From an optimization exercise on the open Yosys and OpenROAD flow, aimed at small area, a short achievable clock period and few clock cycles; shortcuts taken in it are not production practice. At most, simulation tests tie the RTL to the original design; equivalence was not proved. Power is estimated from default activity; no workload was simulated.

## frame_codec
module frame_codec (
    input  wire        clk,
    input  wire        rst,           
    input  wire        enc_start,
    input  wire        enc_abort,
    input  wire        enc_ext,
    input  wire        enc_dir,       
    input  wire [7:0]  enc_nt,
    input  wire [7:0]  enc_id,
    input  wire [7:0]  enc_attr,
    input  wire [7:0]  enc_opcode,
    input  wire [15:0] enc_pl_len,
    output wire [15:0] pl_addr,       
    input  wire [7:0]  pl_rdata,
    output wire        tx_valid,      
    output wire [7:0]  tx_data,
    input  wire        tx_ready,
    output wire [1:0]  enc_st,
    output wire [1:0]  enc_err,
    output wire [2:0]  enc_cause,
    output wire [15:0] enc_check,
    input  wire        dec_start,
    input  wire        dec_abort,
    input  wire        dec_dir,
    input  wire        rx_valid,      
    input  wire [7:0]  rx_data,
    output wire        rx_ready,
    output wire        dpl_we,        
    output wire [15:0] dpl_waddr,
    output wire [7:0]  dpl_wdata,
    output wire [1:0]  dec_st,
    output wire [1:0]  dec_err,
    output wire [2:0]  dec_cause,
    output reg  [7:0]  dec_nt,
    output reg         dec_ext,
    output reg  [7:0]  dec_id,
    output reg  [7:0]  dec_attr,
    output reg  [7:0]  dec_opcode,
    output wire [15:0] dec_pl_len,
    output wire [15:0] dec_check
);
==> flow/config.mk <==
export PLATFORM = sky130hd
export DESIGN_NAME = frame_codec
export DESIGN_NICKNAME = frame_codec
export VERILOG_FILES = /design/flow/design.v
export SDC_FILE = /design/flow/constraint.sdc
export NUM_CORES = 4
export LEC_CHECK = 0
export CAP_MARGIN = 20
export CORE_MARGIN = 2
export CORE_UTILIZATION = 55
export CTS_CLUSTER_DIAMETER = 100
export CTS_CLUSTER_SIZE = 20
export SETUP_SLACK_MARGIN = 3.7
export SLEW_MARGIN = 20
export TNS_END_PERCENT = 5
==> flow/constraint.sdc <==
create_clock -name core_clock -period 6.0 [get_ports {clk}]
set_input_delay 1.2000 -clock core_clock [delete_from_list [all_inputs] [get_ports {clk}]]
set_output_delay 1.2000 -clock core_clock [all_outputs]
set_load 0.01 [all_outputs]
standard.sh (not shown) runs the stock make flow with config.mk's settings and CLKGATE_MAP_FILE= SYNTH_SCRIPT=/design/flow/synth_recipe.tcl, a recipe that flattens the netlist after the stock synthesis.
==> flow/flow/run.sh <==
#!/bin/bash
# The standard layout, with every port buffered by a plain buffer (buf_1) instead of the
# delay buffer buffer_ports picks by default; repair upsizes it where timing needs.
set -euo pipefail
export BUFFER_PORTS_ARGS="-buffer_cell sky130_fd_sc_hd__buf_1"
bash standard.sh finish > standard.log 2>&1
Testbench counts at the start, summed over its fixed seeds: cycles 60,163.
Change:
Settings changed: SETUP_SLACK_MARGIN 3.7 to 3.6.
Outcome: Hold slack gains 6.1 ps; global-route usage is higher by 0.30 points; register-to-register slack gets worse by 220 ps; wire length is higher slightly; total power is lower slightly.
Change:
Settings changed: CORE_UTILIZATION 55 to 65, TNS_END_PERCENT 5 to default.
Effect: Worst setup slack is better by 120 ps. Wire length rises by 0.73%. Final cell count falls by about 1%. Critical path depth rises by 9. First-iteration DRC count rises by about 56%. Area after synthesis does not change. Via count rises by 4.0%. Sequential power stays flat. Register-to-register slack is better by 120 ps. Power rises by 2.6%. Cell area rises by 3.0%.
Change:
Settings changed: CORE_UTILIZATION 65 to 55, PLACE_DENSITY from default to 0.75.
Combinational power drops by 5.6%.
Total power drops by 1.3%.
Area after synthesis does not change.
Cell count climbs by 3.3%.
Via count climbs by 0.82%.
Utilization drops by 12 points.
Worst hold slack gains 14 ps.
Design area barely changes.
Critical path depth drops by 8.
Worst setup slack gains 18 ps.

========
Another version of the RTL of frame_codec (not shown whole).
Size: about 1100 cells after synthesis, about 220 flip-flops, about 0.012 mm² of cells after synthesis.
Settings: LEC_CHECK=0, CAP_MARGIN=20, CORE_MARGIN=2, CORE_UTILIZATION=55, CTS_CLUSTER_DIAMETER=100, CTS_CLUSTER_SIZE=20, SETUP_SLACK_MARGIN=3.5, SLEW_MARGIN=20; clock period 6.0 ns.
==> flow/flow/run.sh <==
#!/bin/bash
# The standard layout, with every port buffered by a plain buffer (buf_1) instead of the
# delay buffer buffer_ports picks by default (repair upsizes it where timing needs), and
# clock tree synthesis without the dummy loads it adds for balancing.
set -euo pipefail
export BUFFER_PORTS_ARGS="-buffer_cell sky130_fd_sc_hd__buf_1"
export CTS_ARGS="-sink_clustering_enable -repair_clock_nets -sink_clustering_size 20 -sink_clustering_max_diameter 100 -dont_use_dummy_load"
bash standard.sh finish > standard.log 2>&1
Next try:
==> flow/flow/run.sh (replaced) <==
#!/bin/bash
# The standard layout, with every port buffered by a plain buffer (buf_1) instead of the
# delay buffer buffer_ports picks by default; repair upsizes it where timing needs.
set -euo pipefail
export BUFFER_PORTS_ARGS="-buffer_cell sky130_fd_sc_hd__buf_1"
bash standard.sh finish > standard.log 2>&1
=> The new run produced a clean layout. Clock-buffer cell count goes up by 10. Power goes up by 1.9%. Design area goes up by 0.32%. Area after synthesis does not change. Flip-flop and latch count stays the same. Routed wire length goes down by 0.42%. Setup slack barely changes. Cell count goes up by 0.50%. Core utilization goes up by 0.20 points. First-iteration DRC count goes up by 6.8%.
Next try:
--- a/flow/config.mk
+++ b/flow/config.mk
@@ -13 +13 @@
-export SETUP_SLACK_MARGIN = 3.5
+export SETUP_SLACK_MARGIN = 3.65
Area after synthesis stays the same.
Worst setup slack hardly moves.
Core utilization rises by 4.7 points.
Die area does not change.
Total power grows by about 4.4%.
Clock-buffer cell count stays the same.
Non-clock buffer count increases by 84.
No run of this note included a check of the RTL's function; only the layout flow was run.

========
try-pepper:
Another version of the RTL of frame_codec (not shown whole).
Size in the first run: about 1,200 cells after synthesis, roughly 220 flip-flops, ~220 I/O pins, ~12,000 um^2 of cells after synthesis.
Settings: LEC_CHECK=0, CAP_MARGIN=20, CORE_MARGIN=2, CORE_UTILIZATION=55, CTS_CLUSTER_DIAMETER=100, CTS_CLUSTER_SIZE=20, SETUP_SLACK_MARGIN=3.5, SLEW_MARGIN=20; clock period 6.0 ns.
==> flow/flow/run.sh <==
#!/bin/bash
# The standard layout, with every port buffered by a plain buffer (buf_1) instead of the
# delay buffer buffer_ports picks by default; repair upsizes it where timing needs.
set -euo pipefail
export BUFFER_PORTS_ARGS="-buffer_cell sky130_fd_sc_hd__buf_1"
bash standard.sh finish > standard.log 2>&1
try-pepper: done, clean on timing, DRC and antenna
Testbench counts of try-pepper, summed over its fixed seeds: cycles 60,163.
Inputs modified between try-pepper and try-lagoon:
Settings: CORE_UTILIZATION now 40, was 55; CTS_CLUSTER_DIAMETER now 150, was 100; CTS_CLUSTER_SIZE now 30, was 20.
[summary]
Per the comparison of try-lagoon with try-pepper, end-of-flow core utilization went down; relative slew slack went down; cell total after placement shows an increase of 116; worst hold slack shows no meaningful change; final critical delay including setup and external delays has increased.
For try-lagoon, the worst setup path endpoint was e_o[7], unlike try-pepper, where it was tx_data[1].
## Diff of input files: try-zinc against try-lagoon
Settings: CTS_CLUSTER_DIAMETER now 100, was 150; CTS_CLUSTER_SIZE now 20, was 30.
==> comparison <==
try-zinc finished all stages; the layout is clean. When try-zinc is measured against try-lagoon, its initial detailed-routing violation count turns out about 1.6% higher. Clock skew: try-zinc lower than try-lagoon. Register-to-register slack delta (try-zinc -> try-lagoon): insignificant. try-zinc — non-clock buffer count 19 lower, try-lagoon as reference. try-zinc gives less wire length than try-lagoon did. Diff try-zinc..try-lagoon | area of the mapped netlist | unchanged. Summary of try-zinc over try-lagoon: first-pass GRT wire length rose by 390 um; hold slack now sits lower; post-route core utilization went down; part of the total power dissipated in the clock network saw an increase.
> inputs changed (try-zinc -> try-maple)
Settings: CTS_CLUSTER_DIAMETER removed (was 100); CTS_CLUSTER_SIZE removed (was 20).
Findings:
- try-zinc consumes less power than try-maple.
- Delta (try-maple minus try-zinc): sequential fraction of total cell area has decreased; switching part of the total has decreased.
- Utilization in try-maple vs try-zinc: up 1.6 points
- try-maple vs try-zinc on worst-case vdd ir drop: try-maple is the higher one.
- Compared try-maple vs try-zinc, and wire length of the first global-routing pass is up in try-maple.
- Number of cells in the finished layout apart from fillers of try-maple exceeds that of try-zinc slightly.
- Measured slew at the worst slew-check pin across try-maple and try-zinc: no real change.
- Compared with try-zinc, try-maple shows count of vias placed by the detailed router higher by 241.
- Diff try-zinc..try-maple | count of instances resized after the clock tree is built | unchanged

========
frame_codec, a different RTL version from the one above (not shown whole).
clock: 6.0 ns
lec_check: 0
cap_margin: 20
core_margin: 2
core_utilization: 55
cts_cluster_diameter: 100
cts_cluster_size: 20
setup_slack_margin: 3.7
slew_margin: 20
Scripts as last shown in full above: flow/flow/run.sh
The baseline ran to the end with no violations.
Change:
- SETUP_SLACK_MARGIN: 3.7 -> 3.6
Worst hold slack degrades by 0.0049 ns.
Maximum frequency decreases by 0.74%.
Worst setup slack is worse by 0.019 ns.
Sequential power stays flat.
Register-to-register slack is worse by 0.08 ns.
Change:
- SETUP_SLACK_MARGIN: 3.6 -> 3.5
Effect: Register-to-register slack is better by 0.05 ns. Clock power hardly moves. Global-route usage falls by 0.58 points. Die area stays the same. Wire length decreases by a few percent.
No functional check of the RTL was part of any run of this note.

========
## the reference run
RTL: one of the versions met above, not the one the previous note started from.
Size in the first run: roughly 1100 cells after synthesis, ~230 flip-flops, ~220 I/O pins, ~12000 um2 of cells after synthesis.
export LEC_CHECK = 0
export CAP_MARGIN = 5
export CORE_MARGIN = 2
export CORE_UTILIZATION = 55
export CTS_CLUSTER_DIAMETER = 100
export CTS_CLUSTER_SIZE = 20
export SETUP_SLACK_MARGIN = 3.6
export SLEW_MARGIN = 5
create_clock -name core_clock -period 6.0 [get_ports {clk}]
Scripts as last shown in full above: flow/flow/run.sh
Testbench counts of the reference run, summed over its fixed seeds: cycles 60,163.
Input changes introduced in the trial run (baseline for comparison: the reference run):
Settings: a change of CAP_MARGIN from 5 to 20; a change of CORE_UTILIZATION from 55 to 50; a change of SLEW_MARGIN from 5 to 20.
==> flow/flow/run.sh <==
#!/bin/bash
# The standard layout, with every port buffered by a plain buffer (buf_1) instead of the
# delay buffer buffer_ports picks by default (repair upsizes it where timing needs), and
# clock tree synthesis without the dummy loads it adds for balancing.
set -euo pipefail
export BUFFER_PORTS_ARGS="-buffer_cell sky130_fd_sc_hd__buf_1"
export CTS_ARGS="-sink_clustering_enable -repair_clock_nets -sink_clustering_size 20 -sink_clustering_max_diameter 100 -dont_use_dummy_load"
bash standard.sh finish > standard.log 2>&1
[summary]
- Sort the trial run and the reference run by detailed-route wire length on metal 1 asc -> top: the reference run
- The trial run vs the reference run: switching power summed over all nets up
- For the trial run, the endpoint of the worst setup timing path was dec_nt[1], unlike the reference run, where it was enc_check[0].
- Changes observed in the trial run relative to the reference run: total power held, part of the power in combinational logic went up 1.7 points.

========
Another version of the RTL of frame_codec (not shown whole).
Size: ~1200 cells after synthesis, about 220 flip-flops.
==> flow/config.mk <==
export PLATFORM = sky130hd
export DESIGN_NAME = frame_codec
export DESIGN_NICKNAME = frame_codec
export VERILOG_FILES = /design/flow/design.v
export SDC_FILE = /design/flow/constraint.sdc
export NUM_CORES = 4
export LEC_CHECK = 0
export CAP_MARGIN = 20
export CORE_MARGIN = 2
export CORE_UTILIZATION = 55
export CTS_CLUSTER_DIAMETER = 100
export CTS_CLUSTER_SIZE = 20
export SETUP_SLACK_MARGIN = 3.7
export SLEW_MARGIN = 20
==> flow/constraint.sdc <==
create_clock -name core_clock -period 6.0 [get_ports {clk}]
set_input_delay 1.2000 -clock core_clock [delete_from_list [all_inputs] [get_ports {clk}]]
set_output_delay 1.2000 -clock core_clock [all_outputs]
set_load 0.01 [all_outputs]
==> flow/flow/run.sh <==
#!/bin/bash
# The standard layout, with every port buffered by a plain buffer (buf_1) instead of the
# delay buffer buffer_ports picks by default; repair upsizes it where timing needs.
set -euo pipefail
export BUFFER_PORTS_ARGS="-buffer_cell sky130_fd_sc_hd__buf_1"
bash standard.sh finish > standard.log 2>&1
Testbench counts at the start, summed over its fixed seeds: cycles 60,163.
Then changed:
- SETUP_SLACK_MARGIN: 3.7 -> 3.3
The changed run passed the timing, design-rule and antenna checks.
Total power shrinks by 4.8%.
Via count shrinks by 7.0%.
Final cell count shrinks by 7.0%.
Routed wire length shrinks by 8.8%.
Non-clock buffer count shrinks by 121.
Synthesized cell count stays the same.
Critical path depth shrinks by 1.
Worst hold slack loses 8.1 ps.
Synthesized area stays the same.
Then changed:
- SETUP_SLACK_MARGIN: 3.3 -> 3.5
Result:
- combinational power came out higher by a few percent
- core utilization came out higher by 1.3 points
- global-route usage came out higher by 0.40 points
- first-iteration DRC count came out lower by a little under a tenth
- wire length came out higher slightly
- die area does not change
- critical path depth came out higher by 2
Then changed:
- GPL_TIMING_DRIVEN: default -> 1
Synthesized area stays the same.
Count of clock-buffer cells in the layout is unchanged.
Core utilization does not change.
Power is unchanged.
Routed wire length stays the same.
Cell count does not change.
Setup slack is unchanged.
Worst hold slack stays the same.
Final area stays the same.
Sequential cell count stays the same.
Then changed:
- CORE_UTILIZATION: 55 -> 65
- GPL_TIMING_DRIVEN: 1 -> default
After rerunning: The new run finished clean. Final area stays flat. Power barely changes. Die area went down by 15%. Flip-flop and latch count does not change. Critical path depth climbs by 7. Hold slack got worse by 16 ps. Wire length decreases by 1.7%. Setup slack gets better by 30 ps. First-iteration DRC count increases by 33%. Count of clock-buffer cells in the layout goes up by 2.

========
Setup of run a:
frame_codec with an RTL version that a note above also has.
Size in the first run: ~1,100 cells after synthesis, roughly 230 flip-flops, roughly 0.012 mm² of cells after synthesis.
==> flow/config.mk <==
export PLATFORM = sky130hd
export DESIGN_NAME = frame_codec
export DESIGN_NICKNAME = frame_codec
export VERILOG_FILES = /design/flow/design.v
export SDC_FILE = /design/flow/constraint.sdc
export NUM_CORES = 4
export LEC_CHECK = 0
export CAP_MARGIN = 20
export CORE_MARGIN = 2
export CORE_UTILIZATION = 55
export CTS_CLUSTER_DIAMETER = 100
export CTS_CLUSTER_SIZE = 20
export SETUP_SLACK_MARGIN = 3.6
export SLEW_MARGIN = 20
==> flow/constraint.sdc <==
create_clock -name core_clock -period 6.0 [get_ports {clk}]
set_input_delay 1.2000 -clock core_clock [delete_from_list [all_inputs] [get_ports {clk}]]
set_output_delay 1.2000 -clock core_clock [all_outputs]
set_load 0.01 [all_outputs]
==> flow/flow/run.sh <==
#!/bin/bash
# The standard layout, with every port buffered by a plain buffer (buf_1) instead of the
# delay buffer buffer_ports picks by default (repair upsizes it where timing needs), and
# clock tree synthesis without the dummy loads it adds for balancing.
set -euo pipefail
export BUFFER_PORTS_ARGS="-buffer_cell sky130_fd_sc_hd__buf_1"
export CTS_ARGS="-sink_clustering_enable -repair_clock_nets -sink_clustering_size 20 -sink_clustering_max_diameter 100 -dont_use_dummy_load"
bash standard.sh finish > standard.log 2>&1
Run a reached the end of the flow, and the finished layout is clean on the timing, design-rule and antenna checks.
Testbench counts of run a, summed over its fixed seeds: cycles 60,163.
The inputs of run b differ from those of run a as listed below.
Settings: SETUP_SLACK_MARGIN now 3.55, was 3.6.
Results
Relative to run a, the area of the multi-input gates of run b is lower by about 0.6%.
In run b the part of the power in the clock network turned out 0.3 points lower than in run a.
From run a to run b the numbers moved as follows: worst setup slack decreased 0.058 ns; post-layout instance area lower; final wirelength higher.

========
== build 4 ==
Another version of the RTL of frame_codec (not shown whole).
Size: ~1200 cells after synthesis.
==> flow/config.mk <==
export PLATFORM = sky130hd
export DESIGN_NAME = frame_codec
export DESIGN_NICKNAME = frame_codec
export VERILOG_FILES = /design/flow/design.v
export SDC_FILE = /design/flow/constraint.sdc
export NUM_CORES = 4
export LEC_CHECK = 0
export CAP_MARGIN = 20
export CORE_MARGIN = 2
export CORE_UTILIZATION = 60
export SETUP_SLACK_MARGIN = 4
export SLEW_MARGIN = 20
==> flow/constraint.sdc <==
create_clock -name core_clock -period 6.0 [get_ports {clk}]
set_input_delay 1.2000 -clock core_clock [delete_from_list [all_inputs] [get_ports {clk}]]
set_output_delay 1.2000 -clock core_clock [all_outputs]
set_load 0.01 [all_outputs]
run.sh (not shown) runs the stock make flow with config.mk's settings and CLKGATE_MAP_FILE= SYNTH_SCRIPT=/design/flow/synth_recipe.tcl, a recipe that flattens the netlist after the stock synthesis.
Stock flow here: none of the scripts above is used.
Testbench counts of build 4, summed over its fixed seeds: cycles 60,163.
Inputs modified between build 4 and build 89:
- SETUP_SLACK_MARGIN now 3, was 4
- CORE_UTILIZATION now 40, was 60
Results
- Power, build 89 vs build 4: up slightly
- Measured against build 4, the total wire length of build 89 comes out at 0.77 times the reference value.
- The run showing the greater number of gates on the worst path with buffers counted is build 4.
- Area added between synthesis and finish (build 89 over build 4): decrease, 21 points
- From build 4 to build 89 the numbers moved as follows: normalized max-slew margin shows a reduction of 22 points, final-layout worst hold slack fell 12 ps.
Relative to build 89, the following input files were edited for build 66:
- SETUP_SLACK_MARGIN no longer set, was 3
Having completed the whole flow, build 66 delivered a layout that passed the timing, design-rule and antenna checks.
Build 89 did not stop at any stage, and its layout met the timing, design-rule and antenna checks.
Changes observed in build 66 relative to build 89: data arrival time of the critical path went up, number of cells on the critical path now sits higher, final instance area fell 370 sq um, clock tree skew after final layout went down 17 ps.
Diff build 89 -> build 66 | met3 global-route usage | increase of 0.81 points

==> what the ideal ports hide <==
The flow's constraints put no driver on any port. The routed layouts listed below were extracted and timed again, unchanged, in two steps. Step 1 (the two cells are an assumption about what drives the block):
set clk [get_ports {clk}]
set_driving_cell -lib_cell sky130_fd_sc_hd__clkbuf_16 $clk
set_driving_cell -lib_cell sky130_fd_sc_hd__buf_2 [delete_from_list [all_inputs] $clk]
Step 2 also shifts input and output timing later by t, the mid clock arrival at the registers, as if the neighbouring blocks saw the same clock. a / b / c = ideal / step 1 / step 2; a / b = the first two.
run | shift t [ns] | setup WS [ns] | hold WS [ns] | worst setup path at the end | slew at the worst register clock pin (ns)
the first run of note 1 | 0.525 | 3.572 / 3.520 / 3.105 | 0.468 / 0.468 / 0.468 | input to register | 0.09 / 0.09
the second run of note 1 | 0.534 | 3.437 / 3.389 / 3.029 | 0.474 / 0.474 / 0.474 | input to register | 0.09 / 0.09
the third run of note 1 | 0.532 | 3.557 / 3.542 / 3.115 | 0.480 / 0.480 / 0.480 | input to register | 0.10 / 0.10
the fourth run of note 1 | 0.528 | 3.574 / 3.526 / 3.094 | 0.495 / 0.495 / 0.495 | input to register | 0.09 / 0.09
the first run of note 2 | 0.519 | 3.506 / 3.512 / 2.993 | 0.481 / 0.481 / 0.481 | input to register | 0.09 / 0.09
the second run of note 2 | 0.524 | 3.509 / 3.515 / 2.990 | 0.480 / 0.480 / 0.480 | input to register | 0.10 / 0.10
the third run of note 2 | 0.527 | 3.507 / 3.516 / 2.989 | 0.479 / 0.479 / 0.479 | input to register | 0.09 / 0.09
try-pepper | 0.526 | 3.461 / 3.412 / 3.068 | 0.471 / 0.471 / 0.471 | input to register | 0.09 / 0.09
try-lagoon | 0.519 | 3.419 / 3.419 / 3.101 | 0.469 / 0.469 / 0.469 | input to register | 0.12 / 0.12
try-zinc | 0.546 | 3.415 / 3.415 / 3.062 | 0.465 / 0.465 / 0.465 | input to register | 0.09 / 0.09
try-maple | 0.571 | 3.477 / 3.428 / 3.036 | 0.460 / 0.460 / 0.460 | input to register | 0.06 / 0.06
the first run of note 4 | 0.532 | 3.479 / 3.453 / 2.948 | 0.464 / 0.464 / 0.464 | input to register | 0.09 / 0.09
the second run of note 4 | 0.534 | 3.460 / 3.458 / 2.924 | 0.459 / 0.459 / 0.459 | input to register | 0.09 / 0.09
the third run of note 4 | 0.532 | 3.482 / 3.446 / 2.959 | 0.466 / 0.466 / 0.466 | input to register | 0.09 / 0.09
the reference run | 0.524 | 3.614 / 3.563 / 3.158 | 0.487 / 0.487 / 0.487 | input to register | 0.09 / 0.09
the trial run | 0.524 | 3.546 / 3.499 / 3.105 | 0.487 / 0.487 / 0.487 | input to register | 0.10 / 0.10
the first run of note 6 | 0.526 | 3.601 / 3.551 / 3.117 | 0.476 / 0.476 / 0.476 | input to register | 0.10 / 0.10
the second run of note 6 | 0.522 | 3.358 / 3.308 / 2.914 | 0.468 / 0.468 / 0.468 | input to register | 0.10 / 0.10
the third run of note 6 | 0.518 | 3.500 / 3.448 / 3.095 | 0.487 / 0.487 / 0.487 | input to register | 0.09 / 0.09
the fourth run of note 6 | 0.518 | 3.500 / 3.448 / 3.095 | 0.487 / 0.487 / 0.487 | input to register | 0.09 / 0.09
the fifth run of note 6 | 0.522 | 3.530 / 3.499 / 3.074 | 0.471 / 0.471 / 0.471 | input to register | 0.09 / 0.09
run a | 0.514 | 3.602 / 3.551 / 3.151 | 0.488 / 0.488 / 0.488 | input to register | 0.09 / 0.09
run b | 0.523 | 3.544 / 3.497 / 3.149 | 0.479 / 0.479 / 0.479 | input to register | 0.09 / 0.09
build 4 | 0.580 | 3.081 / 3.030 / 3.051 | 0.546 / 0.546 / 0.546 | input to register | 0.07 / 0.07
build 89 | 0.583 | 3.046 / 2.996 / 2.559 | 0.534 / 0.534 / 0.534 | input to register | 0.06 / 0.06
build 66 | 0.564 | 2.377 / 2.327 / 2.275 | 0.558 / 0.558 / 0.558 | input to register | 0.07 / 0.07
After both steps setup and hold are still met in every run listed. For the second run of note 4, which loses most, drivers alone change the setup slack by -0.002 ns; drivers and shift together by -0.536 ns.
